Background: an optimization exercise with open tools, aiming at small area, a short achievable clock period and few clock cycles. Do not read the settings as production practice. Function was checked by simulation only, so behaviour that the tests miss may differ from the original. No activity file was given, so power comes from the tool's default toggle rates.

==> flow/design.v <==
module dcpc (
    input  wire        clk,
    input  wire        rst,      
    input  wire        req,
    input  wire        we,
    input  wire        wide,     
    input  wire [15:0] addr,
    input  wire [31:0] wdata,
    output wire        ack,
    output wire        err,
    output wire [31:0] rdata
);
    localparam R_OK          = 5'h00;
    localparam R_TRUNC_ETH   = 5'h01;
    localparam R_TRUNC_VLAN  = 5'h02;
    localparam R_TRUNC_PN    = 5'h03;
    localparam R_TRUNC_DCP   = 5'h04;
    localparam R_ADDR_MM     = 5'h05;
    localparam R_PROTO_MM    = 5'h06;
    localparam R_FID_MM      = 5'h07;
    localparam R_DLEN        = 5'h08;
    localparam R_NO_VIEW     = 5'h10;
    localparam R_ILLEGAL     = 5'h11;
    localparam W_RESTART = 2'd0;
    localparam W_WALK    = 2'd1;
    localparam W_PARK    = 2'd2;
    localparam W_READY   = 2'd3;
    localparam J_NAME = 3'd0;
    localparam J_VEND = 3'd1;
    localparam J_ID   = 3'd2;
    localparam J_IP0  = 3'd3;
    localparam J_IP1  = 3'd4;
    localparam J_NONE = 3'd5;
    reg  [7:0]  rx [0:127];
    reg  [7:0]  nm [0:60];           
    reg  [7:0]  vd [0:60];           
    reg  [4:0]  st_res;
    reg         st_valid;
    reg         st_vlan;
    reg         st_ovr;
    reg         view_set;            
    reg         ctrl_en;
    reg  [15:0] exp_fid;
    reg  [47:0] src_mac;
    reg  [47:0] dst_mac;
    reg  [47:0] exp_mac;
    reg  [7:0]  rx_len;
    reg         tx_lenv;             
    reg         tx_flash;            
    reg  [47:0] tx_dst;              
    reg  [47:0] tx_src;              
    reg  [15:0] view_svc;
    reg  [31:0] view_xid;
    reg  [15:0] view_dly;
    reg  [6:0]  view_dlen;           
    reg  [15:0] view_fid;
    reg  [47:0] rx_src;
    reg  [15:0] d_vid;
    reg  [15:0] d_did;
    reg  [7:0]  d_role;
    reg  [31:0] d_ip;
    reg  [31:0] d_mask;
    reg  [31:0] d_gw;
    reg  [15:0] d_ipst;
    reg  [5:0]  d_nlen;
    reg  [5:0]  d_vlen;
    reg  [5:0]  ptr;                 
    reg  [6:0]  rem;                 
    reg  [1:0]  ws;                  
    reg  [5:0]  w_nlen, w_vlen;      
    reg  [5:0]  n_hp, v_hp, id_hp, ip_hp;
    reg         id_p, ip_p;
    reg  [7:0]  w_role;
    reg         w_ovr;
    reg  [2:0]  job;                 
    reg  [2:0]  cnt;
    reg         busy_cp;             
    reg         busy_rd;             
    reg         busy_rd2;            
    reg  [9:0]  pa;                  
    reg  [31:0] rd_q;
    reg         rd_fresh;
    reg         rd_wait;             
    integer i;
    wire in_regs   = (addr[15:7] == 9'd0);
    wire in_name   = (addr[15:6] == 10'h004) && (addr[5:0] != 6'h3F);
    wire in_vendor = (addr[15:6] == 10'h005) && (addr[5:0] != 6'h3F);
    wire in_rx     = (addr[15:7] == 9'h080);
    wire in_tx     = (addr[15:6] == 10'h200) && (addr[5:0] < 6'd34);
    wire acc_ok  = in_regs ? (wide && addr[1:0] == 2'b00)
                           : ((in_name || in_vendor || in_rx || in_tx) && !wide);
    wire bus_err = !acc_ok;
    wire idle    = !busy_cp && !busy_rd && !busy_rd2 && !rd_wait;
    wire take    = req && idle && acc_ok;
    wire reg_wr  = take && we && in_regs;
    wire [4:0] ra = addr[6:2];
    wire cmd_wr  = reg_wr && (ra == 5'd0);
    wire c_enc   = (wdata == 32'd1) || (wdata == 32'd2);
    wire c_val   = (wdata == 32'd3);
    wire c_par   = (wdata == 32'd4);
    wire c_nop   = (wdata == 32'd0);
    wire rx_wr   = take && we && in_rx;
    wire rx_rd   = take && !we && in_rx;
    wire par_req = cmd_wr && c_par && st_valid;
    wire ready   = (ws == W_READY);
    wire par_go  = par_req && ready;
    wire [9:0] a_key = {addr[15], addr[14], addr[8], addr[6:0]};
    wire rd_hit  = rd_fresh && (a_key == pa);
    wire rd_miss = req && idle && !we && !rd_hit;   
    wire rd_adv  = rd_wait || (req && idle && !we && rd_hit);
    wire cp_last;
    wire par_stall = we && wide && (addr == 16'd0) && c_par && st_valid && !(ready && cp_last);
    assign ack = req && (rd_wait || busy_rd2 || (busy_cp && cp_last)
                         || (idle && !(!we && !rd_hit) && !par_stall));
    assign err = req && (idle || rd_wait) && bus_err;
    wire [3:0] row0 = ptr[5:2] + {3'd0, ptr[1:0] != 2'd0};
    wire [3:0] row1 = ptr[5:2] + {3'd0, ptr[1]};
    wire [3:0] row2 = ptr[5:2] + {3'd0, ptr[1:0] == 2'd3};
    wire [3:0] row3 = ptr[5:2];
    wire [15:0] bk0 = {rx[{row0, 3'd0}], rx[{row0, 3'd1}]};
    wire [15:0] bk1 = {rx[{row1, 3'd2}], rx[{row1, 3'd3}]};
    wire [15:0] bk2 = {rx[{row2, 3'd4}], rx[{row2, 3'd5}]};
    wire [15:0] bk3 = {rx[{row3, 3'd6}], rx[{row3, 3'd7}]};
    reg  [63:0] win;
    always @* begin
        case (ptr[1:0])
            2'd0: win = {bk0, bk1, bk2, bk3};
            2'd1: win = {bk1, bk2, bk3, bk0};
            2'd2: win = {bk2, bk3, bk0, bk1};
            default: win = {bk3, bk0, bk1, bk2};
        endcase
    end
    wire [7:0] w0 = win[63:56];
    wire [7:0] w1 = win[55:48];
    wire [7:0] w2 = win[47:40];
    wire [7:0] w3 = win[39:32];
    wire [7:0] w4 = win[31:24];
    wire [7:0] w5 = win[23:16];
    wire [7:0] w6 = win[15:8];
    wire [7:0] w7 = win[7:0];
    wire [4:0] pa_ri = pa[6:2] + 5'd1;
    wire [5:0] pa_wi = pa[5:0] + 6'd1;
    wire [9:0] pa_seq = (pa[9] || pa[8] || pa[7]) ? {pa[9:6], pa_wi} : {pa[9:7], pa_ri, pa[1:0]};
    wire st_chg;
    wire [9:0] sa = rd_miss ? a_key : rd_adv ? pa_seq : st_chg ? 10'h004 : pa;
    reg [7:0] txb;
    always @* begin
        case (sa[5:0])
            6'd0:  txb = tx_flash ? tx_dst[47:40] : 8'h01;
            6'd1:  txb = tx_flash ? tx_dst[39:32] : 8'h0E;
            6'd2:  txb = tx_flash ? tx_dst[31:24] : 8'hCF;
            6'd3:  txb = tx_flash ? tx_dst[23:16] : 8'h00;
            6'd4:  txb = tx_flash ? tx_dst[15:8]  : 8'h00;
            6'd5:  txb = tx_flash ? tx_dst[7:0]   : 8'h00;
            6'd6:  txb = tx_src[47:40];
            6'd7:  txb = tx_src[39:32];
            6'd8:  txb = tx_src[31:24];
            6'd9:  txb = tx_src[23:16];
            6'd10: txb = tx_src[15:8];
            6'd11: txb = tx_src[7:0];
            6'd12: txb = 8'h88;
            6'd13: txb = 8'h92;
            6'd14: txb = 8'hFE;
            6'd15: txb = tx_flash ? 8'hFD : 8'hFE;
            6'd16: txb = tx_flash ? 8'h04 : 8'h05;
            6'd21: txb = tx_flash ? 8'h02 : 8'h01;
            6'd23: txb = tx_flash ? 8'h00 : 8'h80;
            6'd25: txb = tx_flash ? 8'h08 : 8'h04;
            6'd26: txb = tx_flash ? 8'h05 : 8'hFF;
            6'd27: txb = tx_flash ? 8'h03 : 8'hFF;
            6'd29: txb = tx_flash ? 8'h04 : 8'h00;
            6'd32: txb = 8'h01;
            default: txb = 8'h00;
        endcase
    end
    wire [7:0] nm_rd = (sa[5:0] < d_nlen) ? nm[sa[5:0]] : 8'h00;
    wire [7:0] vd_rd = (sa[5:0] < d_vlen) ? vd[sa[5:0]] : 8'h00;
    reg [31:0] reg_rd;
    always @* begin
        case (sa[6:2])
            5'h01: reg_rd = {21'd0, st_ovr, st_vlan, st_valid, 3'd0, st_res};
            5'h02: reg_rd = {31'd0, ctrl_en};
            5'h03: reg_rd = {16'd0, exp_fid};
            5'h04: reg_rd = {16'd0, src_mac[47:32]};
            5'h05: reg_rd = src_mac[31:0];
            5'h06: reg_rd = {16'd0, dst_mac[47:32]};
            5'h07: reg_rd = dst_mac[31:0];
            5'h08: reg_rd = {16'd0, exp_mac[47:32]};
            5'h09: reg_rd = exp_mac[31:0];
            5'h0A: reg_rd = {24'd0, rx_len};
            5'h0B: reg_rd = !tx_lenv ? 32'd0 : tx_flash ? 32'd34 : 32'd30;
            5'h0C: reg_rd = {16'd0, view_svc};
            5'h0D: reg_rd = view_xid;
            5'h0E: reg_rd = {16'd0, view_dly};
            5'h0F: reg_rd = {25'd0, view_dlen};
            5'h10: reg_rd = {27'd0, view_set, view_set, st_vlan, view_set, 1'b0};
            5'h11: reg_rd = {16'd0, view_fid};
            5'h12: reg_rd = {16'd0, rx_src[47:32]};
            5'h13: reg_rd = rx_src[31:0];
            5'h14: reg_rd = {16'd0, d_vid};
            5'h15: reg_rd = {16'd0, d_did};
            5'h16: reg_rd = {24'd0, d_role};
            5'h17: reg_rd = d_ip;
            5'h18: reg_rd = d_mask;
            5'h19: reg_rd = d_gw;
            5'h1A: reg_rd = {16'd0, d_ipst};
            5'h1B: reg_rd = {26'd0, d_nlen};
            5'h1C: reg_rd = {26'd0, d_vlen};
            5'h1D: reg_rd = 32'h0022_0080;
            5'h1E: reg_rd = 32'h0000_0001;
            5'h1F: reg_rd = 32'h0000_0002;
            default: reg_rd = 32'd0;
        endcase
    end
    reg [31:0] rd_n;
    always @* begin
        rd_n = 32'd0;
        if (sa[9])
            rd_n[7:0] = txb;
        else if (sa[7])
            rd_n[7:0] = sa[6] ? vd_rd : nm_rd;
        else
            rd_n = reg_rd;
        if (busy_rd)                         
            rd_n = {24'd0, addr[0] ? w1 : w0};
        if (st_chg)                          
            rd_n = {21'd0, st_ovr_n, st_vlan_n, st_valid_n, 3'd0, st_res_n};
    end
    assign rdata = rd_q;
    wire [47:0] v_dst    = {rx[0], rx[1], rx[2], rx[3], rx[4], rx[5]};
    wire [47:0] v_src    = {rx[6], rx[7], rx[8], rx[9], rx[10], rx[11]};
    wire [15:0] v_et     = {rx[12], rx[13]};
    wire [15:0] v_et_in  = {rx[16], rx[17]};
    wire        v_tag    = (v_et == 16'h8100);
    wire [15:0] v_fid    = v_tag ? {rx[18], rx[19]} : {rx[14], rx[15]};
    wire [7:0]  v_sid    = v_tag ? rx[20] : rx[16];
    wire [7:0]  v_styp   = v_tag ? rx[21] : rx[17];
    wire [31:0] v_xid    = v_tag ? {rx[22], rx[23], rx[24], rx[25]}
                                 : {rx[18], rx[19], rx[20], rx[21]};
    wire [15:0] v_dly    = v_tag ? {rx[26], rx[27]} : {rx[22], rx[23]};
    wire [15:0] v_dlen   = v_tag ? {rx[28], rx[29]} : {rx[24], rx[25]};
    wire [7:0]  v_poff   = v_tag ? 8'd30 : 8'd26;
    wire [7:0]  v_avail  = rx_len - v_poff;
    reg  [4:0]  v_result;
    always @* begin
        if (rx_len < 8'd14)
            v_result = R_TRUNC_ETH;
        else if (ctrl_en && v_dst != exp_mac && v_dst != 48'hFFFF_FFFF_FFFF
                 && v_dst != 48'h010E_CF00_0000)
            v_result = R_ADDR_MM;
        else if (v_tag && rx_len < 8'd18)
            v_result = R_TRUNC_VLAN;
        else if ((v_tag ? v_et_in : v_et) != 16'h8892)
            v_result = R_PROTO_MM;
        else if (rx_len < (v_tag ? 8'd20 : 8'd16))
            v_result = R_TRUNC_PN;
        else if (exp_fid != 16'd0 && v_fid != exp_fid)
            v_result = R_FID_MM;
        else if (rx_len < v_poff)
            v_result = R_TRUNC_DCP;
        else if (v_dlen > {8'd0, v_avail})
            v_result = R_DLEN;
        else
            v_result = R_OK;
    end
    wire v_ok = (v_result == R_OK);
    wire [15:0] k_key  = {w0, w1};
    wire [15:0] k_len  = {w2, w3};
    wire        rem_gt4 = (rem > 7'd4);
    wire [5:0]  kh     = k_len[6:1];
    wire        kc     = k_len[0];
    wire [6:0]  rem_m4 = rem - 7'd4;
    wire [5:0]  q_ovr  = rem_m4[6:1];                   
    wire [6:0]  rem_m7 = rem - 7'd7;
    wire [5:0]  q_fin  = rem_m7[6:1];                   
    wire [5:0]  q_fin1 = q_fin - 6'd1;
    wire        rem_le8 = (rem <= 7'd8);
    wire        ovr_lo = kc ? (kh >= q_ovr) : (kh > q_ovr);
    wire        k_ovr  = (k_len[15:7] != 9'd0) || ovr_lo;
    wire        k_fin  = rem_le8 || (kc ? (kh >= q_fin1) : (kh >= q_fin));
    wire [6:0]  rem_n  = rem_m4 - {kh, 1'b0} - {5'd0, kc, 1'b0};
    wire [5:0]  ptr_p2 = ptr + 6'd2;
    wire [5:0]  ptr_n  = ptr_p2 + kh + {5'd0, kc};
    wire        k_text = (k_len >= 16'd2) && (k_len <= 16'd63);
    wire [2:0] lastc_n = w_nlen[5:3] - {2'd0, w_nlen[2:0] == 3'd0};    
    wire [2:0] lastc_v = w_vlen[5:3] - {2'd0, w_vlen[2:0] == 3'd0};
    wire [2:0] a_ip_j  = ip_p ? J_IP0 : J_NONE;
    wire [2:0] a_id_j  = id_p ? J_ID : a_ip_j;
    wire [5:0] a_id_p  = id_p ? id_hp : ip_hp;
    wire [2:0] a_vd_j  = (w_vlen != 6'd0) ? J_VEND : a_id_j;
    wire [5:0] a_vd_p  = (w_vlen != 6'd0) ? v_hp : a_id_p;
    wire [2:0] a_nm_j  = (w_nlen != 6'd0) ? J_NAME : a_vd_j;
    wire [5:0] a_nm_p  = (w_nlen != 6'd0) ? n_hp : a_vd_p;
    reg [2:0] nj;
    reg [5:0] nptr;
    reg [2:0] ncnt;
    always @* begin
        ncnt = 3'd0;
        nptr = ptr + 6'd4;
        case (job)
            J_NAME: if (cnt != lastc_n) begin
                        nj = J_NAME; ncnt = cnt + 3'd1;
                    end else begin
                        nj = a_vd_j; nptr = a_vd_p;
                    end
            J_VEND: if (cnt != lastc_v) begin
                        nj = J_VEND; ncnt = cnt + 3'd1;
                    end else begin
                        nj = a_id_j; nptr = a_id_p;
                    end
            J_ID:   begin nj = a_ip_j; nptr = ip_hp; end
            J_IP0:  nj = J_IP1;
            default: nj = J_NONE;
        endcase
    end
    assign cp_last = (nj == J_NONE);
    wire cp_act = par_go || busy_cp;
    reg [4:0] st_res_n;
    reg       st_valid_n, st_vlan_n, st_ovr_n;
    always @* begin
        st_res_n   = st_res;
        st_valid_n = st_valid;
        st_vlan_n  = st_vlan;
        st_ovr_n   = st_ovr;
        if (par_go) begin
            st_ovr_n = w_ovr;
            st_res_n = R_OK;
        end
        if ((reg_wr && ra == 5'h0A) || rx_wr)
            st_valid_n = 1'b0;
        if (cmd_wr) begin
            if (c_enc) begin
                st_res_n = R_OK;
            end else if (c_val) begin
                st_res_n   = v_result;
                st_vlan_n  = v_ok && v_tag;
                st_valid_n = v_ok;
            end else if (c_par) begin
                if (!st_valid)
                    st_res_n = R_NO_VIEW;
            end else if (!c_nop) begin
                st_res_n = R_ILLEGAL;
            end
        end
    end
    assign st_chg = (take && we) || busy_cp;    
    always @(posedge clk) begin
        if (rst) begin
            st_res   <= R_OK;
            st_valid <= 1'b0;
            st_vlan  <= 1'b0;
            st_ovr   <= 1'b0;
        end else begin
            st_res   <= st_res_n;
            st_valid <= st_valid_n;
            st_vlan  <= st_vlan_n;
            st_ovr   <= st_ovr_n;
        end
    end
    always @(posedge clk) begin
        if (rx_wr)
            rx[addr[6:0]] <= wdata[7:0];
    end
    always @(posedge clk) begin
        for (i = 0; i < 61; i = i + 1) begin
            if (cp_act && job == J_NAME && cnt == i / 8)
                nm[i] <= win[63 - 8 * (i % 8) -: 8];
            if (cp_act && job == J_VEND && cnt == i / 8)
                vd[i] <= win[63 - 8 * (i % 8) -: 8];
        end
    end
    always @(posedge clk) begin
        if (!busy_rd && !busy_rd2) case (ws)
            W_RESTART: begin
                ptr    <= st_vlan ? 6'd15 : 6'd13;
                rem    <= view_dlen;
                w_nlen <= 6'd0;
                w_vlen <= 6'd0;
                id_p   <= 1'b0;
                ip_p   <= 1'b0;
                w_role <= 8'd0;
                w_ovr  <= 1'b0;
                ws     <= W_WALK;
            end
            W_WALK: begin
                if (!rem_gt4) begin
                    ws <= W_PARK;
                end else if (k_ovr) begin
                    w_ovr <= 1'b1;
                    ws    <= W_PARK;
                end else begin
                    if (k_key == 16'h0201 && k_text) begin
                        w_vlen <= k_len[5:0] - 6'd2;
                        v_hp   <= ptr + 6'd3;
                    end
                    if (k_key == 16'h0202 && k_text) begin
                        w_nlen <= k_len[5:0] - 6'd2;
                        n_hp   <= ptr + 6'd3;
                    end
                    if (k_key == 16'h0203 && k_len >= 16'd6) begin
                        id_p  <= 1'b1;
                        id_hp <= ptr + 6'd3;
                    end
                    if (k_key == 16'h0204 && k_len >= 16'd3)
                        w_role <= w6;
                    if (k_key == 16'h0102 && k_len >= 16'd14) begin
                        ip_p  <= 1'b1;
                        ip_hp <= ptr + 6'd2;
                    end
                    rem <= rem_n;
                    ptr <= ptr_n;
                    if (k_fin)
                        ws <= W_PARK;
                end
            end
            W_PARK: begin
                job <= a_nm_j;
                cnt <= 3'd0;
                ptr <= a_nm_p;
                ws  <= W_READY;
            end
            default: ;
        endcase
        if (par_go) begin
            d_vid  <= 16'd0;
            d_did  <= 16'd0;
            d_ip   <= 32'd0;
            d_mask <= 32'd0;
            d_gw   <= 32'd0;
            d_ipst <= 16'd0;
            d_nlen <= w_nlen;
            d_vlen <= w_vlen;
            d_role <= w_role;
        end
        if (cp_act) begin
            case (job)
                J_ID: begin
                    d_vid <= {w0, w1};
                    d_did <= {w2, w3};
                end
                J_IP0: begin
                    d_ipst        <= {w0, w1};
                    d_ip          <= {w2, w3, w4, w5};
                    d_mask[31:16] <= {w6, w7};
                end
                J_IP1: begin
                    d_mask[15:0] <= {w0, w1};
                    d_gw         <= {w2, w3, w4, w5};
                end
                default: ;
            endcase
            job <= nj;
            cnt <= ncnt;
            ptr <= nptr;
            if (cp_last) begin
                busy_cp <= 1'b0;
                ws      <= W_PARK;
            end else begin
                busy_cp <= 1'b1;
            end
        end
        busy_rd  <= rx_rd;
        busy_rd2 <= busy_rd;
        pa       <= sa;
        rd_q     <= rd_n;
        rd_fresh <= !busy_rd && !(sa[8] && !sa[9]);
        rd_wait  <= rd_miss && !rx_rd;
        if (rx_rd) begin
            ptr <= addr[6:1];
            ws  <= W_RESTART;
        end
        if (reg_wr) begin
            case (ra)
                5'h02: ctrl_en <= wdata[0];
                5'h03: exp_fid <= wdata[15:0];
                5'h04: src_mac[47:32] <= wdata[15:0];
                5'h05: src_mac[31:0]  <= wdata;
                5'h06: dst_mac[47:32] <= wdata[15:0];
                5'h07: dst_mac[31:0]  <= wdata;
                5'h08: exp_mac[47:32] <= wdata[15:0];
                5'h09: exp_mac[31:0]  <= wdata;
                5'h0A: rx_len <= (wdata > 32'd128) ? 8'd128 : wdata[7:0];
                default: ;
            endcase
        end
        if (cmd_wr) begin
            if (c_enc) begin
                tx_flash <= (wdata == 32'd2);
                tx_src   <= src_mac;
                if (wdata == 32'd2)
                    tx_dst <= dst_mac;
                tx_lenv  <= 1'b1;
            end else if (c_val) begin
                view_svc  <= v_ok ? {v_styp, v_sid} : 16'd0;
                view_xid  <= v_ok ? v_xid : 32'd0;
                view_dly  <= v_ok ? v_dly : 16'd0;
                view_dlen <= v_ok ? v_dlen[6:0] : 7'd0;
                view_fid  <= v_ok ? v_fid : 16'd0;
                rx_src    <= v_ok ? v_src : 48'd0;
                view_set  <= v_ok;
                ws        <= W_RESTART;
            end
        end
        if (rst) begin
            view_set <= 1'b0;
            ctrl_en  <= 1'b0;
            exp_fid  <= 16'd0;
            src_mac  <= 48'd0;
            dst_mac  <= 48'd0;
            exp_mac  <= 48'd0;
            rx_len   <= 8'd0;
            tx_lenv  <= 1'b0;
            view_svc <= 16'd0;
            view_xid <= 32'd0;
            view_dly <= 16'd0;
            view_dlen <= 7'd0;
            view_fid <= 16'd0;
            rx_src   <= 48'd0;
            d_vid    <= 16'd0;
            d_did    <= 16'd0;
            d_role   <= 8'd0;
            d_ip     <= 32'd0;
            d_mask   <= 32'd0;
            d_gw     <= 32'd0;
            d_ipst   <= 16'd0;
            d_nlen   <= 6'd0;
            d_vlen   <= 6'd0;
            busy_cp  <= 1'b0;
            busy_rd  <= 1'b0;
            busy_rd2 <= 1'b0;
            rd_fresh <= 1'b0;
            rd_wait  <= 1'b0;
            ws       <= W_RESTART;
        end
    end
endmodule
==> flow/run.sh <==
#!/bin/bash
# synth_recipe.tcl (not shown) runs the flow's synth.tcl, then flattens the netlist and writes it again
# the make line also repeats each setting of config.mk as NAME=value (left out here)
make -C /OpenROAD-flow-scripts/flow DESIGN_CONFIG=/design/flow/config.mk WORK_HOME=/design/flow/orfs CLKGATE_MAP_FILE= SYNTH_SCRIPT=/design/flow/synth_recipe.tcl finish
==> flow/config.mk <==
export PLATFORM = sky130hd
export DESIGN_NAME = dcpc
export DESIGN_NICKNAME = dcpc
export VERILOG_FILES = /design/flow/design.v
export SDC_FILE = /design/flow/constraint.sdc
export NUM_CORES = 4
export LEC_CHECK = 0
export CAP_MARGIN = 20
export CORE_MARGIN = 2
export CORE_UTILIZATION = 40
export PLACE_DENSITY = 0.6
export SETUP_SLACK_MARGIN = 4.0
export SLEW_MARGIN = 20
==> flow/constraint.sdc <==
create_clock -name core_clock -period 10.0 [get_ports {clk}]
set_input_delay 2.0000 -clock core_clock [delete_from_list [all_inputs] [get_ports {clk}]]
set_output_delay 2.0000 -clock core_clock [all_outputs]
set_load 0.01 [all_outputs]
==> summary.md, run 1 <==
| Metric | Value |
|---|---|
| Via count | 82434 |
| Mapped Cells | 7879 |
| Post-DP Area | 118000 um^2 |
| Nets@finish | 8405 |
| Vias in the first global route | 76826 |
| Worst skew pair latency | 0.90 ns |
| ANT nets after route | 0 |
| Distinct cell type count after synthesis | 106 |
| Ys async rst share | 0 |
| Fmax | 161 MHz |
| Synth-to-Final Area Change | 18.1% |
| Share of cells above drive strength 1 | 0.203 |
| CTS tree | done |
| CORE AREA | 274000 um^2 |
| DP Cell Count | 11453 |
| Commonest non-fill, non-tap cell in the layout | edfxtp_1 |
| Post-synthesis cell area | 110000 um^2 |
| Max reg flops | 1024 |
| Final Max Tran Viols | 0 |
| Endpoints failing setup | 0 |
| Crit path capture type | flop |
| Initial DRC count | 15487 |
| Clk sinks | 2694 |
| Detailed Place HPWL | 320000 um |
| Clk_skew | 0.0511 ns |
| Hold WC Path Type | reg -> reg |
| Die ar. | 280000 um^2 |
| Worst-margin pin slew | 1.33 ns |
| TritonRoute pass-1 iters | 12 |
| Max-Cap Viols | 0 |
| Min Tclk post-route | 6.20 ns |
| Setup CP Type | in -> reg |
| Syn Area/Cell | 14.0 um^2 |
| Non-Filler Instances | 12223 |
| Period utilisation layout | 0.620 |
| Final hold violation count | 0 |
| Pre-CTS WS | 1.54 ns |
| Worst setup SP type | input port |
| Initial antenna violation count | 57 |
| Setup TNS | 0 ns |
| DRC viols | 0 |
| Drt via density | 6.74 |
| Starting Density | 0.403 |
| Max Root-Sink Buffers | 4 |
| Static Leak | 42.1 nW |
| Max VDD drop | 0.000605 V |
| Synth Net Count | 8018 |
| Synth warn | 3 |
| Largest net degree at the start of global routing | 215 |
| Clock buffer count from CTS | 291 |
| WL final | 496000 um |
| Die W | 530 um |
| Commonest cells after routing, fill and taps aside | edfxtp_1 (2163), nand2_1 (948), dfxtp_1 (529) |
| First-pass GRT wire length | 657000 um |
| I/O pins | 87 |
| Fin area | 130000 um^2 |
| GP Congestion | 1.01 |
| Htree depth | 5 |
| Final worst slack | 3.80 ns |
| CP Data Arrival Time | 6.72 ns |
| IO buf count | 86 |
| Drt wl/cell | 40.5 um |
| Slew margin rel. | 0.111 |
| Fill cells | 23789 |
| Status | no timing/DRC/antenna violations |
| Synth Register Bits | 2694 |
| GRT Util Overall | 0.342 |
| Power Density | 351 nW/um^2 |
| Crit-path max FO | 23 |
| Chip height | 530 um |
| Number of synthesized flops with an enable pin | 2163 |
| Top_reg_cell synth | edfxtp_1 |
| CTS Hold Buffers Added | 0 |
| RSZ-0062 raised after global routing | yes |
| Row Count | 192 |
| Root Driver | clkbuf_16 |
| Gr ovfl total | 0 |
| CP required | 10.52 ns |
| Worst-path clk slew | 0.06 ns |
| Seq/Total Area, Yosys | 0.684 |
## metrics by stage
step           total power, mW   util  hold slack (ns)
3_5_place_dp              32.3  0.430            0.444
5_1_grt                   45.8  0.476            0.460
3_3_place_gp              32.0  0.430            0.445
2_1_floorplan             22.3      -            0.426
4_1_cts                   43.3  0.469            0.439
6_report                  45.8  0.476            0.453
## Yosys cell counts, drive strengths merged (14+ instances only)
| library cell | n | area [um^2] |
|---|---|---|
| a2111oi | 20 | 195 |
| a211oi | 26 | 195 |
| a21oi | 542 | 2740 |
| a221o | 14 | 140 |
| a221oi | 116 | 1020 |
| a222oi | 106 | 1060 |
| a22o | 98 | 858 |
| a22oi | 482 | 3620 |
| a31oi | 42 | 263 |
| a32o | 18 | 180 |
| a32oi | 18 | 158 |
| and2 | 24 | 150 |
| and3 | 36 | 225 |
| and4 | 23 | 204 |
| buf | 124 | 618 |
| clkbuf | 408 | 1530 |
| dfxtp | 531 | 10600 |
| edfxtp | 2163 | 65000 |
| ha | 84 | 1050 |
| inv | 76 | 285 |
| mux2 | 40 | 450 |
| mux2i | 29 | 290 |
| mux4 | 320 | 7210 |
| nand2 | 960 | 3610 |
| nand3 | 292 | 1460 |
| nand4 | 115 | 732 |
| nor2 | 500 | 1880 |
| nor2b | 17 | 106 |
| nor3 | 146 | 782 |
| nor4 | 74 | 484 |
| o21ai | 75 | 375 |
| o22ai | 19 | 119 |
| or3 | 15 | 98.8 |
| xnor2 | 43 | 407 |
| xor2 | 88 | 771 |
## final timing paths
check	end	slack [ns]	start	depth (start not counted)
setup reg to reg	flop	4.04	ptr[0]$_DFFE_PP_	20
hold reg to reg	tx_dst[36]$_DFFE_PP_	0.45	dst_mac[36]$_SDFFE_PP0P_	0
hold / removal	tx_dst[36]$_DFFE_PP_	0.45	dst_mac[36]$_SDFFE_PP0P_	0
setup / recovery	vd[0][3]$_DFFE_PP_	3.80	addr[11]	13
## worst max-delay path, stage by stage
cell	delay [ns]
clkdlybuf4s50_1	0.45
nor4_4	0.29
buf_6	0.17
nand3_1	0.14
or3_1	0.49
nor3_1	0.34
buf_4	0.32
nand3_4	0.24
nand2_1	0.14
buf_4	0.19
and3_2	0.57
and3_4	0.71
buf_4	0.52
## logic make-up (layout without fill, tap and decap cells)
| kind of cell | after synthesis | in the layout | synth area share |
|---|---|---|---|
| compound gates | 1692 | 1693 | 0.108 |
| xor+xnor | 131 | 131 | 0.0107 |
| fa+ha+maj | 91 | 91 | 0.0103 |
| buf+inv | 612 | 1213 | 0.0222 |
| flops | 2694 | 2694 | 0.684 |
| mux | 389 | 389 | 0.0720 |
| other cells | 0 | 47 | 0 |
| simple gates | 2270 | 2279 | 0.0929 |
## per-layer routing
metal  share of wire  GRT usage  wire (um)
met5         0.00091    0.00718        451
met4            0.10      0.269      50000
met3            0.14      0.106      67800
met2            0.43      0.502     211000
met1            0.34      0.419     166000
## power by group
group / switching [mW] / total, mW / internal, mW / leakage [nW]
Sequential: 0.211 / 14.6 / 14.4 / 24.0
Combinational: 14.8 / 20.8 / 6.03 / 13.7
Clock: 4.54 / 10.4 / 5.86 / 4.38
## cell type report
type                            count  area [um^2]  area share
Antenna cell                       47          118    0.000902
Clock buffer                      389         7980      0.0612
Clock inverter                    128          963     0.00739
Inverter                           80          329     0.00252
Multi-Input combinational cell   4583        35000       0.269
Sequential cell                  2694        75600       0.579
Tap cell                         3686         4610      0.0354
Timing Repair Buffer              616         5840      0.0447
## what timing repair did
action	in CTS	in global routing
gates resized for setup	308	179
setup endpoints to repair	857	193
cloned	9	12
setup buffers	79	102
pin swaps	51	84
Testbench counts, summed over its fixed seeds: cycles 27,585.
==> run 2, diff against run 1 <==
--- a/flow/design.v
+++ b/flow/design.v
@@ -75,4 +75,5 @@
     reg  [2:0]  job;                 
     reg  [2:0]  cnt;
+    reg         cpl;                 
     reg         busy_cp;             
     reg         busy_rd;             
@@ -82,4 +83,5 @@
     reg         rd_fresh;
     reg         rd_wait;             
+    reg  [1:0]  last_cmd;            
     integer i;
     wire in_regs   = (addr[15:7] == 9'd0);
@@ -109,8 +111,9 @@
     wire rd_miss = req && idle && !we && !rd_hit;   
     wire rd_adv  = rd_wait || (req && idle && !we && rd_hit);
-    wire cp_last;
-    wire par_stall = we && wide && (addr == 16'd0) && c_par && st_valid && !(ready && cp_last);
-    assign ack = req && (rd_wait || busy_rd2 || (busy_cp && cp_last)
-                         || (idle && !(!we && !rd_hit) && !par_stall));
+    wire cp_last = cpl;
+    wire ack_busy  = rd_wait || busy_rd2 || (busy_cp && cpl);
+    wire ps_block  = st_valid && !(ready && cpl);   
+    wire par_stall = ps_block && wide && (addr == 16'd0) && c_par;
+    assign ack = req && (ack_busy || (idle && (we ? !par_stall : rd_hit)));
     assign err = req && (idle || rd_wait) && bus_err;
     wire [3:0] row0 = ptr[5:2] + {3'd0, ptr[1:0] != 2'd0};
@@ -141,5 +144,20 @@
     wire [4:0] pa_ri = pa[6:2] + 5'd1;
     wire [5:0] pa_wi = pa[5:0] + 6'd1;
-    wire [9:0] pa_seq = (pa[9] || pa[8] || pa[7]) ? {pa[9:6], pa_wi} : {pa[9:7], pa_ri, pa[1:0]};
+    reg [9:0] pa_seq;
+    always @* begin
+        if (pa == 10'h004)
+            pa_seq = (last_cmd == 2'd2) ? 10'h030 : (last_cmd == 2'd3) ? 10'h050
+                   : (last_cmd == 2'd1) ? 10'h02C : 10'h008;
+        else if (pa == 10'h070)
+            pa_seq = 10'h080;
+        else if (pa == 10'h02C)
+            pa_seq = 10'h200;
+        else if (pa[9:6] == 4'b0010 && pa[5:0] == {2'b0, d_nlen})
+            pa_seq = 10'h0C0;
+        else if (pa[9] || pa[8] || pa[7])
+            pa_seq = {pa[9:6], pa_wi};
+        else
+            pa_seq = {pa[9:7], pa_ri, pa[1:0]};
+    end
     wire st_chg;
     wire [9:0] sa = rd_miss ? a_key : rd_adv ? pa_seq : st_chg ? 10'h004 : pa;
@@ -314,5 +332,13 @@
         endcase
     end
-    assign cp_last = (nj == J_NONE);
+    function f_last(input [2:0] j, input [2:0] c);
+        case (j)
+            J_NAME:  f_last = (c == lastc_n) && (w_vlen == 6'd0) && !id_p && !ip_p;
+            J_VEND:  f_last = (c == lastc_v) && !id_p && !ip_p;
+            J_ID:    f_last = !ip_p;
+            J_IP0:   f_last = 1'b0;
+            default: f_last = 1'b1;
+        endcase
+    endfunction
     wire cp_act = par_go || busy_cp;
     reg [4:0] st_res_n;
@@ -417,4 +443,5 @@
                 job <= a_nm_j;
                 cnt <= 3'd0;
+                cpl <= f_last(a_nm_j, 3'd0);
                 ptr <= a_nm_p;
                 ws  <= W_READY;
@@ -452,4 +479,5 @@
             job <= nj;
             cnt <= ncnt;
+            cpl <= f_last(nj, ncnt);
             ptr <= nptr;
             if (cp_last) begin
@@ -466,4 +494,6 @@
         rd_fresh <= !busy_rd && !(sa[8] && !sa[9]);
         rd_wait  <= rd_miss && !rx_rd;
+        if (cmd_wr && (c_enc || c_val || c_par))
+            last_cmd <= c_enc ? 2'd1 : c_val ? 2'd2 : 2'd3;
         if (rx_rd) begin
             ptr <= addr[6:1];
@@ -531,4 +561,5 @@
             rd_fresh <= 1'b0;
             rd_wait  <= 1'b0;
+            last_cmd <= 2'd0;
             ws       <= W_RESTART;
         end
==> run 2 against run 1 <==
  * Critical endpoint is now ack
  * Core utilization decreased by 0.22 points
  * Sequential cell count increased by 3
  * Routed wire length decreased by 0.85%
  * Via count decreased by 0.51%
  * Critical path depth decreased by 1
  * Sequential share of layout area about the same
  * Register-to-register slack got worse by 0.04 ns
  * Worst hold slack improved by 0.0043 ns
  * Power decreased by 1.1%
  * Critical path type is now in -> out
==> summary.md, run 2 <==
| Metric | Value |
|---|---|
| Status | no timing/DRC/antenna violations |
| CORE AREA | 276000 um^2 (+0.61%) |
| Htree depth | 5 (unchanged) |
| Detailed Place HPWL | 320000 um (about the same) |
| Final Max Tran Viols | 0 (unchanged) |
| CP Data Arrival Time | 4.20 ns (-2.52 ns) |
| CP required | 8.00 ns (-2.52 ns) |
| Chip height | 530 um (about the same) |
| Slowest stage delay, CP | 0.33 ns (-0.38 ns) |
| First-pass GRT wire length | 654000 um (-0.51%) |
| CTS tree | done |
| Seq/Total Area, Yosys | 0.684 (about the same) |
| Via count | 82013 (-0.51%) |
| Gr ovfl total | 0 (unchanged) |
| Cell Chain, Critical Path | buf_2 > nor4_4 > nand2_2 > nor3_4 > buf_6 > and3_4 > and2_4 > a31oi_4 > a2111oi_4 > buf_4 > nor2b_1 > buf_2 |
| Worst skew pair latency | 0.91 ns (about the same) |
| Worst hold slack | 0.457 ns (+0.00432 ns) |
| CP endpoint | ack |
| GRT Util Overall | 0.340 (-0.00240) |
| DP Cell Count | 11320 (-1.2%) |
| Clk sinks | 2697 (+0.11%) |
| Crit-path max FO | 8 (-65%) |
| Number of synthesized flops with an enable pin | 2164 (+0.046%) |
| Top cells by area, synth | edfxtp_1 (59%), dfxtp_1 (9.6%), mux4_2 (6.5%) |
| Cell with the largest stage delay on the worst path | a2111oi_4 |
| Slew margin rel. | 0.121 (+0.0108) |
| Synth Register Bits | 2697 (+0.11%) |
| Fill cells | 23994 (+0.86%) |
| Top delay family on crit path | simple AND/OR/NAND/NOR gates |
| Yosys top cell by area | edfxtp_1 |
| Top_reg_cell synth | edfxtp_1 |
| Pre-CTS WS | 1.43 ns (-0.110 ns) |
| Starting Density | 0.401 (-0.00201) |
| Endpoints failing setup | 0 (unchanged) |
| Row Count | 193 (+0.52%) |
| Mapped Cells | 7725 (-2.0%) |
| ANT nets after route | 0 (unchanged) |
| Top-count cell post-synth | edfxtp_1 |
| Drt wl/cell | 40.7 um (+0.29%) |
| Non-Filler Instances | 12084 (-1.1%) |
| Worst path depth | 12 (-1) |
| Worst-margin pin slew | 1.32 ns (-0.0161 ns) |
| CP most frequent cell | buf_2 |
| IO buf count | 86 (unchanged) |
| Clock buffer count from CTS | 288 (-1.0%) |
| Root Driver | clkbuf_16 |
| Die ar. | 281000 um^2 (+0.11%) |
| Min Tclk post-route | 6.20 ns (+0.00713 ns) |
| Ys async rst share | 0 (unchanged) |
| Crit path capture type | output pin |
| R2r worst-path depth | 18 (-10%) |
| Synth-to-Final Area Change | 18.1% (about the same) |
| Initial antenna violation count | 55 (-3.5%) |
| Worst path bufs/invs | 4 (-1) |
| Setup CP Type | in -> out |
| Final worst slack | 3.80 ns (-0.00713 ns) |
| Worst-path clk slew | 0.06 ns (about the same) |
| Max-Cap Viols | 0 (unchanged) |
| DRC viols | 0 (unchanged) |
| Commonest cells after routing, fill and taps aside | edfxtp_1 (2164), nand2_1 (847), dfxtp_1 (531) |
| GP Congestion | 1.02 (+0.80%) |
| Clk_skew | 0.0591 ns (+0.00799 ns) |
| Worst R2R End | w_vlen[3]$_DFFE_PP_ |
| Fmax | 161 MHz (-0.12%) |
| Synth Net Count | 7872 (-1.8%) |
| Worst reg2reg path startpoint | ptr[1]$_DFFE_PP_ |
| Initial DRC count | 16628 (+7.4%) |
| Share of cells above drive strength 1 | 0.203 (about the same) |
| Vias in the first global route | 76051 (-1.0%) |
| Setup TNS | 0 ns (unchanged) |
| CTS Hold Buffers Added | 0 (unchanged) |
| Synth cell count leaders | edfxtp_1 (2164), nand2_1 (862), dfxtp_1 (533), a21oi_1 (516), nor2_1 (375) |
| Largest net degree at the start of global routing | 184 (-14%) |
| Power Density | 346 nW/um^2 (-1.2%) |
| Hold WC Path Type | reg -> reg |
| Distinct cell type count after synthesis | 103 (-2.8%) |
| Drt via density | 6.79 (+0.63%) |
| Static Leak | 41.8 nW (-0.64%) |
| I/O pins | 87 (unchanged) |
| Max reg flops | 1024 (unchanged) |
| Post-synthesis cell area | 111000 um^2 (+0.11%) |
| Synth warn | 3 (unchanged) |
| TritonRoute pass-1 iters | 17 (+5) |
| Final hold violation count | 0 (unchanged) |
| Die W | 530 um (about the same) |
| RSZ-0062 raised after global routing | yes |
| Area share of the largest cell type after synthesis | 0.588 (about the same) |
| Critical Path Start | wdata[13] |
| Commonest non-fill, non-tap cell in the layout | edfxtp_1 |
| Worst setup SP type | input port |
| Nets@finish | 8251 (-1.8%) |
| Max Root-Sink Buffers | 4 (unchanged) |
| WL final | 491000 um (-0.85%) |
| R2R setup slack | 4.00 ns (-0.04 ns) |
| Period utilisation layout | 0.620 (+0.000713) |
| Max VDD drop | 0.000578 V (-4.4%) |
| Syn Area/Cell | 14.3 um^2 (+2.1%) |
==> run 2: cell types whose count changed after synthesis, sizes merged, moves of 29 or more <==
cell    before  now
a222oi     106  139
nor3       146  117
xnor2       43   73
nand2      960  865
a22o        98  151
mux2i       29  127
clkbuf     408  369
nor2       500  377
nor4        74  113
and3        36   70
a22oi      482  279
o21ai       75  135
==> run 2: cell type report <==
| class | instances | area [um^2] | share of cell area |
|---|---|---|---|
| clock inverter | 127 | 1290 | 0.00986 |
| inverter | 84 | 364 | 0.00279 |
| clock buffer | 392 | 8000 | 0.0612 |
| timing repair buffer | 594 | 5680 | 0.0435 |
| multi-input combinational | 4439 | 34900 | 0.267 |
| tap | 3705 | 4640 | 0.0355 |
| antenna | 46 | 115 | 0.000881 |
| sequential | 2697 | 75700 | 0.579 |
==> run 2: per-stage QoR <==
step / util / power [mW] / area (um^2)
2_1_floorplan: - / 22.6 / 111000
3_3_place_gp: 0.427 / 31.6 / 118000
3_5_place_dp: 0.427 / 31.8 / 118000
4_1_cts: 0.468 / 43.2 / 129000
5_1_grt: 0.473 / 45.6 / 131000
6_report: 0.474 / 45.3 / 131000
==> run 2: layer usage <==
layer	wire length (um)	part of all wire	GRT usage
met5	230	0.00047	0.00154
met1	167000	0.34	0.419
met4	44200	0.090	0.252
met2	212000	0.43	0.504
met3	68300	0.14	0.103
==> run 2: cells by family (layout without fill, tap and decap cells) <==
family,after synthesis,count (layout),synth area share
flip-flops,2697,2697,0.684
AND/OR/NAND/NOR,2081,2089,0.0872
AO/OA/AOI/OAI,1639,1640,0.106
buffers and inverters,598,1197,0.0219
multiplexers,467,467,0.0787
XOR/XNOR,146,146,0.0116
adder cells (fa/ha/maj),97,97,0.0110
other,0,46,0
==> run 2: power breakdown <==
part	switching, mW	leakage (nW)	internal, mW	total (mW)
clock network	4.57	4.53	6.14	10.7
registers	0.260	23.6	14.4	14.6
logic	14.0	13.7	5.94	19.9
total	18.8	41.8	26.5	45.3
==> run 2: worst reg2reg max path: cells and delay by family, from the launching register on <==
family                     cells  cell delay [ns]
AOI/OAI and AO/OA              4             1.24
buffers and inverters          6             1.13
muxes                          2             1.01
DFF                            1             0.47
and+or+nand+nor                4             1.23
adders and majority gates      2             0.62
==> run 2: repair_timing <==
item,CTS,global route
cloned,12,8
pin swaps,51,57
endpoints found under the setup margin,1371,141
endpoints found under the hold margin,0,0
setup buffers,111,67
gates resized for setup,347,192
==> run 2: how the worst min path moves through the flow <==
stage          depth (start not counted)                 startpoint  slack, ns                         to
6_report                               2   view_fid[9]$_SDFFE_PP0P_       0.46   view_fid[9]$_SDFFE_PP0P_
2_1_floorplan                          2   view_fid[2]$_SDFFE_PP0P_       0.42   view_fid[2]$_SDFFE_PP0P_
4_1_cts                                2   view_fid[9]$_SDFFE_PP0P_       0.46   view_fid[9]$_SDFFE_PP0P_
3_3_place_gp                           2  view_fid[14]$_SDFFE_PP0P_       0.44  view_fid[14]$_SDFFE_PP0P_
5_1_grt                                0   dst_mac[41]$_SDFFE_PP0P_       0.48       tx_dst[41]$_DFFE_PP_
3_5_place_dp                           0   dst_mac[41]$_SDFFE_PP0P_       0.44       tx_dst[41]$_DFFE_PP_
Testbench counts of run 2, summed over its fixed seeds: cycles 26,909.
==> run 3, diff against run 2 <==
--- a/flow/design.v
+++ b/flow/design.v
@@ -83,4 +83,5 @@
     reg         rd_fresh;
     reg         rd_wait;             
+    reg         cmd_wait;            
     reg  [1:0]  last_cmd;            
     integer i;
@@ -93,5 +94,5 @@
                            : ((in_name || in_vendor || in_rx || in_tx) && !wide);
     wire bus_err = !acc_ok;
-    wire idle    = !busy_cp && !busy_rd && !busy_rd2 && !rd_wait;
+    wire idle    = !busy_cp && !busy_rd && !busy_rd2 && !rd_wait && !cmd_wait;
     wire take    = req && idle && acc_ok;
     wire reg_wr  = take && we && in_regs;
@@ -112,7 +113,7 @@
     wire rd_adv  = rd_wait || (req && idle && !we && rd_hit);
     wire cp_last = cpl;
-    wire ack_busy  = rd_wait || busy_rd2 || (busy_cp && cpl);
-    wire ps_block  = st_valid && !(ready && cpl);   
-    wire par_stall = ps_block && wide && (addr == 16'd0) && c_par;
+    wire ack_busy  = rd_wait || cmd_wait || busy_rd2 || (busy_cp && cpl);
+    wire ps_block  = st_valid && !(ready && cpl);
+    wire par_stall = ps_block && wide && (addr == 16'd0) && wdata[2];
     assign ack = req && (ack_busy || (idle && (we ? !par_stall : rd_hit)));
     assign err = req && (idle || rd_wait) && bus_err;
@@ -494,4 +495,5 @@
         rd_fresh <= !busy_rd && !(sa[8] && !sa[9]);
         rd_wait  <= rd_miss && !rx_rd;
+        cmd_wait <= req && idle && we && par_stall && !c_par;
         if (cmd_wr && (c_enc || c_val || c_par))
             last_cmd <= c_enc ? 2'd1 : c_val ? 2'd2 : 2'd3;
@@ -561,4 +563,5 @@
             rd_fresh <= 1'b0;
             rd_wait  <= 1'b0;
+            cmd_wait <= 1'b0;
             last_cmd <= 2'd0;
             ws       <= W_RESTART;
--- a/flow/config.mk
+++ b/flow/config.mk
@@ -6,4 +6,5 @@
 export NUM_CORES = 4
 export LEC_CHECK = 0
+export ABC_AREA = 1
 export CAP_MARGIN = 20
 export CORE_MARGIN = 2
==> run 3 against run 2 <==
  * Fmax grew 4.3%
  * Sequential share of layout area shrank 1.4 points
  * Die area grew 4.0%
  * Design area grew 2.6%
  * First-iteration DRC count shrank 19%
  * Power grew 2.4%
  * Sequential power is essentially flat
  * Largest cell class unchanged
  * Setup slack gained 0.26 ns
  * Area after synthesis grew 4.0%
  * Global-route usage shrank 0.68 points
  * Critical path type is now in -> reg
==> summary.md, run 3 <==
| Metric | Value |
|---|---|
| Status | no timing/DRC/antenna violations |
| Fin area | 134000 um^2 (+2.6%) |
| Yosys top cell by area | edfxtp_1 |
| GRT Util Overall | 0.333 (-0.00681) |
| IO buf count | 86 (unchanged) |
| Non-Filler Instances | 15285 (+26%) |
| Commonest cells after routing, fill and taps aside | nand2_1 (2601), edfxtp_1 (2164), nor2_1 (954) |
| Starting Density | 0.403 (+0.00162) |
| Worst-margin pin slew | 1.27 ns (-0.0457 ns) |
| Synth Register Bits | 2698 (+0.037%) |
| R2r worst-path depth | 24 (+6) |
| Critical Path Start | addr[15] |
| Slew margin rel. | 0.145 (+0.0235) |
| Top_reg_cell synth | edfxtp_1 |
| Commonest non-fill, non-tap cell in the layout | nand2_1 |
| CTS tree | done |
| Min Tclk post-route | 5.95 ns (-0.255 ns) |
| Max reg flops | 1024 (unchanged) |
| WL final | 500000 um (+1.8%) |
| CP endpoint | rd_q[1]$_DFF_P_ |
| I/O pins | 87 (unchanged) |
| Drt via density | 5.99 (-12%) |
| Via count | 91512 (+12%) |
| Final Max Tran Viols | 0 (unchanged) |
| Gr ovfl total | 0 (unchanged) |
| Max VDD drop | 0.000641 V (+11%) |
| Drt wl/cell | 32.7 um (-20%) |
| Static Leak | 47.2 nW (+13%) |
| TritonRoute pass-1 iters | 8 (-9) |
| R2R setup slack | 4.15 ns (+0.15 ns) |
| Post-DP Area | 121000 um^2 (+3.2%) |
| Overall power | 46.3 mW (+2.4%) |
| CP Data Arrival Time | 6.81 ns (+2.61 ns) |
| Worst reg2reg path startpoint | ptr[0]$_DFFE_PP_ |
| Chip height | 540 um (+2.0%) |
| Register area | 75700 um^2 (about the same) |
| Area of the multi-input gates | 35600 um^2 (+2.0%) |
| Worst-path clk slew | 0.06 ns (about the same) |
| GP Congestion | 1.03 (+1.7%) |
| DRC viols | 0 (unchanged) |
| Clock buffer count from CTS | 293 (+1.7%) |
| Period utilisation layout | 0.595 (-0.0255) |
| Nets@finish | 11407 (+38%) |
| Fill cells | 26064 (+8.6%) |
| Ys async rst share | 0 (unchanged) |
| Fmax | 168 MHz (+4.3%) |
| Hold WC Path Type | reg -> reg |
| Setup TNS | 0 ns (unchanged) |
| Synth warn | 3 (unchanged) |
| Clk sinks | 2698 (+0.037%) |
| Share of cells above drive strength 1 | 0.108 (-0.0952) |
| Top cells by area, synth | edfxtp_1 (56%), dfxtp_1 (9.3%), nand2_1 (8.6%) |
| Crit-path max FO | 14 (+6) |
| Hold Path Origin | src_mac[44]$_SDFFE_PP0P_ |
| Syn Area/Cell | 10.5 um^2 (-27%) |
| Synth cell count leaders | nand2_1 (2643), edfxtp_1 (2164), nor2_1 (996), o21ai_0 (804), inv_1 (756) |
| Top-count cell post-synth | nand2_1 |
| Post-synthesis cell area | 115000 um^2 (+4.0%) |
| Final hold violation count | 0 (unchanged) |
| Max Root-Sink Buffers | 4 (unchanged) |
| Crit path capture type | flop |
| Clk_skew | 0.0575 ns (-0.00153 ns) |
| Initial DRC count | 13482 (-19%) |
| Initial antenna violation count | 48 (-13%) |
| Mapped Cells | 10997 (+42%) |
| First-pass GRT wire length | 681000 um (+4.1%) |
| DP Cell Count | 14545 (+28%) |
| Seq/Total Area, Yosys | 0.658 (-0.0262) |
| Die ar. | 292000 um^2 (+4.0%) |
| Die W | 540 um (+2.0%) |
| Synth-to-Final Area Change | 16.5% |
| Row Count | 196 (+1.6%) |
| CP required | 10.87 ns (+2.87 ns) |
| Root Driver | clkbuf_16 |
| ANT nets after route | 0 (unchanged) |
| Detailed Place HPWL | 335000 um (+4.7%) |
| CORE AREA | 286000 um^2 (+3.6%) |
| Htree depth | 5 (unchanged) |
| Vias in the first global route | 84394 (+11%) |
| Worst skew pair latency | 0.94 ns (+0.03 ns) |
| Area share of the largest cell type after synthesis | 0.565 (-0.0227) |
| Endpoints failing setup | 0 (unchanged) |
| Setup CP Type | in -> reg |
| Synth Net Count | 11144 (+42%) |
| Power Density | 346 nW/um^2 (-0.17%) |
| Max-Cap Viols | 0 (unchanged) |
| RSZ-0062 raised after global routing | yes |
| Distinct cell type count after synthesis | 73 (-29%) |
| Worst setup SP type | input port |
| Number of synthesized flops with an enable pin | 2164 (unchanged) |
| Largest net degree at the start of global routing | 128 (-30%) |
==> run 3: cell types whose count changed after synthesis, sizes merged, moves of 115 or more <==
cell    previous run  this run
a211oi            17       132
a222oi           139         0
inv               82       789
a22o             151        27
nand2            865      2658
mux4             320         0
o21ai            135       820
mux2i            127         5
nand4            119       238
nand3            269       427
a22oi            279        46
o22ai             15       150
nor2             377      1047
==> run 3: metal layers <==
metal | wire [um] | part of all wire | vias to the layer above | track usage
met1 | 182000 | 0.36 | 44933 | 0.416
met5 | 43 | 0.000086 | - | 0
met2 | 225000 | 0.45 | 5926 | 0.522
met3 | 48900 | 0.098 | 1359 | 0.0559
met4 | 45100 | 0.090 | 4 | 0.247
li1 | - | - | 39290 | -
==> run 3: final cells by class <==
| cell class | instances | share of cell area |
|---|---|---|
| repair buffers | 541 | 0.0397 |
| repair inverters | 2 | 0.0000747 |
| clock inverters | 137 | 0.0109 |
| multi-input cells | 6923 | 0.266 |
| diodes | 23 | 0.000429 |
| flip-flops and latches | 2698 | 0.565 |
| inverters | 801 | 0.0236 |
| well taps | 3762 | 0.0351 |
| clock buffers | 398 | 0.0598 |
==> run 3: timing repair <==
action / CTS / global route
pin swaps: 41 / 23
hold buffers: 0 / 0
buffers inserted: 123 / 54
gates resized for setup: 176 / 111
endpoints found under the setup margin: 1385 / 204
gates cloned: 2 / 3
==> run 3: worst min-delay path by stage <==
stage	slack, ns	endpoint	cells past startpoint
final	0.43	tx_src[44]$_DFFE_PP_	0
after global routing	0.44	tx_dst[28]$_DFFE_PP_	0
after CTS	0.43	tx_dst[42]$_DFFE_PP_	0
after detailed placement	0.42	tx_dst[42]$_DFFE_PP_	0
after global placement	0.42	tx_dst[9]$_DFFE_PP_	0
after floorplan	0.41	tx_dst[12]$_DFFE_PP_	0
==> run 3: worst max-delay path, stage by stage <==
cell and delay [ns]:
clkdlybuf4s50_1 0.65, inv_2 0.12, nand2_1 0.10, nand2_1 0.05
inv_1 0.05, nand3_1 0.10, nor2_2 0.18, nand3_2 0.15
nand2_4 0.20, inv_2 0.11, nand2_2 0.11, nand2_1 0.10
o21bai_4 0.38, nand2_4 0.21, nor2_1 0.30, nand2_2 0.28
buf_4 0.29, o22ai_1 0.68, nor3_1 0.12, nand3_1 0.12
nand2_1 0.05, nand2_1 0.11, inv_1 0.05, nand2_1 0.07
nand2_1 0.05, a21oi_1 0.12
==> run 3: cell families (layout without fill, tap and decap cells) <==
| family | after synthesis | in the layout | share of synthesized area |
|---|---|---|---|
| buffers and inverters | 1378 | 1879 | 0.0474 |
| XOR/XNOR | 99 | 99 | 0.00760 |
| multiplexers | 5 | 5 | 0.000435 |
| AO/OA/AOI/OAI | 2195 | 2196 | 0.114 |
| flip-flops | 2698 | 2698 | 0.658 |
| AND/OR/NAND/NOR | 4528 | 4529 | 0.162 |
| other | 0 | 23 | 0 |
| adder cells (fa/ha/maj) | 94 | 94 | 0.0104 |
==> run 3: through the flow <==
step | util | hold slack, ns | worst slack (ns)
CTS | 0.466 | 0.430 | 3.97
finish | 0.469 | 0.426 | 4.05
global route | 0.469 | 0.436 | 3.96
detailed placement | 0.425 | 0.416 | 1.78
floorplan | - | 0.408 | 3.19
global placement | 0.425 | 0.418 | 1.67
==> run 3: power breakdown <==
group | internal [mW] | total [mW] | switching, mW
clock | 6.27 | 10.9 | 4.63
sequential | 14.4 | 14.6 | 0.222
combinational | 4.47 | 20.8 | 16.3
Testbench counts of run 3, summed over its fixed seeds: cycles 26,909.
==> run 4, diff against run 3 <==
--- a/flow/config.mk
+++ b/flow/config.mk
@@ -6,5 +6,4 @@
 export NUM_CORES = 4
 export LEC_CHECK = 0
-export ABC_AREA = 1
 export CAP_MARGIN = 20
 export CORE_MARGIN = 2
==> run 4 against run 3 <==
  * Clock power about the same
  * Critical path type unchanged
  * First-iteration DRC count increased by 14%
  * Die area decreased by 4.0%
  * Largest cell class unchanged
  * Sequential cell count unchanged
  * Via count decreased by 11%
  * Sequential share of layout area increased by 1.5 points
  * Worst hold slack improved by 0.029 ns
==> summary.md, run 4 <==
| Metric | Value |
|---|---|
| Status | no timing/DRC/antenna violations |
| Power Density | 336 nW/um^2 (-2.8%) |
| Drt via density | 6.72 (+12%) |
| R2r worst-path depth | 19 (-21%) |
| Gr ovfl total | 0 (unchanged) |
| CP Data Arrival Time | 6.89 ns (+0.08 ns) |
| Worst skew pair latency | 0.90 ns (-0.04 ns) |
| Endpoints failing setup | 0 (unchanged) |
| ANT nets after route | 0 (unchanged) |
| Cell with the largest stage delay on the worst path | nor4_4 |
| Starting Density | 0.403 (about the same) |
| Top cells by area, synth | edfxtp_1 (59%), dfxtp_1 (9.7%), mux4_2 (6.5%) |
| Worst-path clk slew | 0.06 ns (about the same) |
| Final hold violation count | 0 (unchanged) |
| Yosys top cell by area | edfxtp_1 |
| Die ar. | 280000 um^2 (-4.0%) |
| Post-synthesis cell area | 110000 um^2 (-4.0%) |
| Final Max Tran Viols | 0 (unchanged) |
| Post-Synth Adder-Cell Area | 0.0111 (+0.000794) |
| RSZ-0062 raised after global routing | yes |
| Vias in the first global route | 75781 (-10%) |
| Worst path depth | 15 (-42%) |
| Non-Filler Instances | 12099 (-21%) |
| Worst-margin pin slew | 1.34 ns (+0.0660 ns) |
| Fmax | 165 MHz (-2.1%) |
| CP most frequent cell | or4_4 |
| Share of cells above drive strength 1 | 0.197 (+0.0889) |
| Chip height | 529 um (-2.0%) |
| Syn Area/Cell | 14.2 um^2 (+36%) |
| R2R setup slack | 3.93 ns (-0.22 ns) |
| Ys async rst share | 0 (unchanged) |
| Clk_skew | 0.0589 ns (+0.00137 ns) |
| Area share of the largest cell type after synthesis | 0.588 (+0.0235) |
| Crit path capture type | flop |
| CP endpoint | rd_q[0]$_DFF_P_ |
| Hold WC Path Type | reg -> reg |
| CORE AREA | 274000 um^2 (-4.1%) |
| Clk sinks | 2698 (unchanged) |
| Setup TNS | 0 ns (unchanged) |
| Critical Path Start | addr[15] |
| Mux cell area share after synthesis | 0.0783 (+0.0778) |
| Overall power | 43.9 mW (-5.3%) |
| Detailed Place HPWL | 313000 um (-6.5%) |
| Setup CP Type | in -> reg |
| CTS tree | done |
| Root Driver | clkbuf_16 |
| Synth-to-Final Area Change | 18.2% |
| Synth warn | 3 (unchanged) |
| Mapped Cells | 7778 (-29%) |
| Commonest non-fill, non-tap cell in the layout | edfxtp_1 |
| Max Root-Sink Buffers | 4 (unchanged) |
| Worst R2R End | v_hp[3]$_DFFE_PP_ |
| Simple-gate portion of the synthesized area | 0.0839 (-0.0784) |
| Min Tclk post-route | 6.07 ns (+0.127 ns) |
| CP required | 10.82 ns (-0.05 ns) |
| Pre-CTS WS | 1.37 ns (-0.406 ns) |
| Htree depth | 5 (unchanged) |
| Slew margin rel. | 0.108 (-0.0370) |
| Slowest stage delay, CP | 1.12 ns (+0.44 ns) |
| IO buf count | 86 (unchanged) |
| Nets@finish | 8304 (-27%) |
| Synth Register Bits | 2698 (unchanged) |
| Worst setup SP type | input port |
| XOR/XNOR share of the synthesized area | 0.0115 (+0.00390) |
| Number of synthesized flops with an enable pin | 2164 (unchanged) |
| Static Leak | 42.0 nW (-11%) |
| Largest family of logic cells by synthesized area | compound AO/OA/AOI/OAI gates |
| Max reg flops | 1024 (unchanged) |
| Top delay family on crit path | simple AND/OR/NAND/NOR gates |
| Worst path bufs/invs | 2 (-4) |
| Cell Chain, Critical Path | dlygate4sd2_1 > xor2_1 > or3_4 > or4_4 > nand2_8 > a32oi_4 > o21a_4 > buf_16 > nor4_4 > a222oi_1 > o211ai_1 > or4_4 > a2111oi_4 > o2111ai_2 > o221a_2 |
| Initial antenna violation count | 45 (-6.3%) |
| Worst hold slack | 0.455 ns (+0.0290 ns) |
| Worst reg2reg path startpoint | ptr[1]$_DFFE_PP_ |
| Commonest cells after routing, fill and taps aside | edfxtp_1 (2164), nand2_1 (856), dfxtp_1 (532) |
| Drt wl/cell | 40.1 um (+22%) |
| Distinct cell type count after synthesis | 93 (+27%) |
| Row Count | 192 (-2.0%) |
| Top_reg_cell synth | edfxtp_1 |
| I/O pins | 87 (unchanged) |
| Via count | 81331 (-11%) |
| TritonRoute pass-1 iters | 21 (+13) |
| Die W | 529 um (-2.0%) |
| WL final | 485000 um (-3.1%) |
| Synth Net Count | 7925 (-29%) |
| Max VDD drop | 0.000576 V (-10%) |
| GRT Util Overall | 0.337 (+0.00383) |
| Largest net degree at the start of global routing | 167 (+30%) |
| Seq/Total Area, Yosys | 0.685 (+0.0274) |
| GP Congestion | 1.02 (-1.7%) |
| Final worst slack | 3.93 ns (-0.127 ns) |
| Crit-path max FO | 14 (unchanged) |
| Complex-gate fraction of the synthesized area | 0.109 (-0.00545) |
| Period utilisation layout | 0.607 (+0.0127) |
| Clock buffer count from CTS | 290 (-1.0%) |
| Initial DRC count | 15407 (+14%) |
| First-pass GRT wire length | 649000 um (-4.7%) |
| DP Cell Count | 11340 (-22%) |
| Top-count cell post-synth | edfxtp_1 |
| DRC viols | 0 (unchanged) |
| Max-Cap Viols | 0 (unchanged) |
| Synth cell count leaders | edfxtp_1 (2164), nand2_1 (877), a21oi_1 (553), dfxtp_1 (534), nor2_1 (433) |
==> run 4: final cells by class <==
| type | instances | area [um^2] |
|---|---|---|
| Multi-Input combinational cell | 4500 | 34900 |
| Clock buffer | 391 | 8120 |
| Fill cell | 23574 | 144000 |
| Antenna cell | 28 | 70.1 |
| Clock inverter | 129 | 1120 |
| Timing Repair Buffer | 582 | 5700 |
| Sequential cell | 2698 | 75700 |
| Inverter | 83 | 355 |
| Tap cell | 3686 | 4610 |
| Timing Repair inverter | 2 | 12.5 |
==> run 4: logic make-up (layout without fill, tap and decap cells) <==
logic type      count (synthesis)  in the layout
compound gates               1724           1724
mux                           461            461
flops                        2698           2698
xor+xnor                      145            145
fa+ha+maj                      98             98
buf+inv                       593           1187
simple gates                 2059           2072
other cells                     0             28
==> run 4: per-layer routing <==
metal | GRT usage | share of wire | vias up
met5 | 0 | 0.00035 | -
li1 | - | - | 31527
met3 | 0.102 | 0.13 | 1799
met2 | 0.501 | 0.43 | 7141
met4 | 0.251 | 0.091 | 24
met1 | 0.414 | 0.34 | 40840
==> run 4: worst min-delay path by stage <==
stage,end,start,slack [ns],depth (start not counted)
after floorplan,view_fid[7]$_SDFFE_PP0P_,view_fid[7]$_SDFFE_PP0P_,0.42,2
after global placement,view_fid[14]$_SDFFE_PP0P_,view_fid[14]$_SDFFE_PP0P_,0.44,2
after detailed placement,view_fid[14]$_SDFFE_PP0P_,view_fid[14]$_SDFFE_PP0P_,0.44,2
after CTS,d_role[1]$_SDFFE_PP0P_,d_role[1]$_SDFFE_PP0P_,0.46,2
after global routing,tx_dst[12]$_DFFE_PP_,dst_mac[12]$_SDFFE_PP0P_,0.48,0
final,d_role[1]$_SDFFE_PP0P_,d_role[1]$_SDFFE_PP0P_,0.45,2
==> run 4: timing repair <==
item | CTS | global route
hold buffers | 0 | 0
cloned | 22 | 3
resized for setup | 316 | 98
pin swaps | 51 | 37
buffers inserted | 119 | 61
endpoints found under the setup margin | 1339 | 517
==> run 4: stage by stage <==
step	util	instance area (um^2)
4_1_cts	0.472	129000
3_3_place_gp	0.428	117000
3_5_place_dp	0.428	117000
6_report	0.476	131000
5_1_grt	0.476	130000
2_1_floorplan	-	111000
==> run 4: worst register-to-register path, delay by kind of cell, from the launching register on <==
family / cells / cell delay, ns
AO/OA/AOI/OAI: 3 / 1.03
adder cells (fa/ha/maj): 3 / 0.68
buffers and inverters: 6 / 1.04
flip-flops: 1 / 0.50
multiplexers: 2 / 1.31
AND/OR/NAND/NOR: 5 / 1.22
==> run 4: where the power goes <==
group / internal, mW / leakage (nW) / total, mW / switching (mW)
clock network: 6.09 / 4.53 / 10.7 / 4.57
registers: 14.4 / 23.6 / 14.6 / 0.261
logic: 5.60 / 13.8 / 18.6 / 13.0

re-timing with driven ports:
In the flow no input, the clock included, has a driving cell. The finished layouts below were timed again as built, in two steps.
Step 1 (the two cells are an assumption about what drives the block):
set clk [get_ports {clk}]
set_driving_cell -lib_cell sky130_fd_sc_hd__clkbuf_16 $clk
set_driving_cell -lib_cell sky130_fd_sc_hd__buf_2 [delete_from_list [all_inputs] $clk]
Step 2 also shifts input and output timing later by t, the mid clock arrival at the registers, as if the neighbouring blocks saw the same clock.
Slacks: ideal ports / drivers / drivers and shift; pairs: ideal ports / drivers.
| run | t, ns | setup slack, ns | worst setup path at the end | worst register clock-pin slew, ns | worst data-port slew with drivers (ns) |
|---|---|---|---|---|---|
| run 1 | 0.970 | 3.805 / 3.849 / 2.879 | input to register | 0.07 / 0.07 | 0.11 |
| run 2 | 0.981 | 3.798 / 3.766 / 2.951 | input to register | 0.07 / 0.07 | 0.11 |
| run 3 | 1.011 | 4.053 / 4.026 / 3.047 | input to register | 0.07 / 0.07 | 0.25 |
| run 4 | 0.980 | 3.927 / 3.930 / 2.977 | input to register | 0.07 / 0.07 | 0.13 |
After both steps setup and hold are still met in every run listed. The setup slack of run 3, which loses most, moves by -0.027 ns with the drivers and by -1.006 ns with both steps.
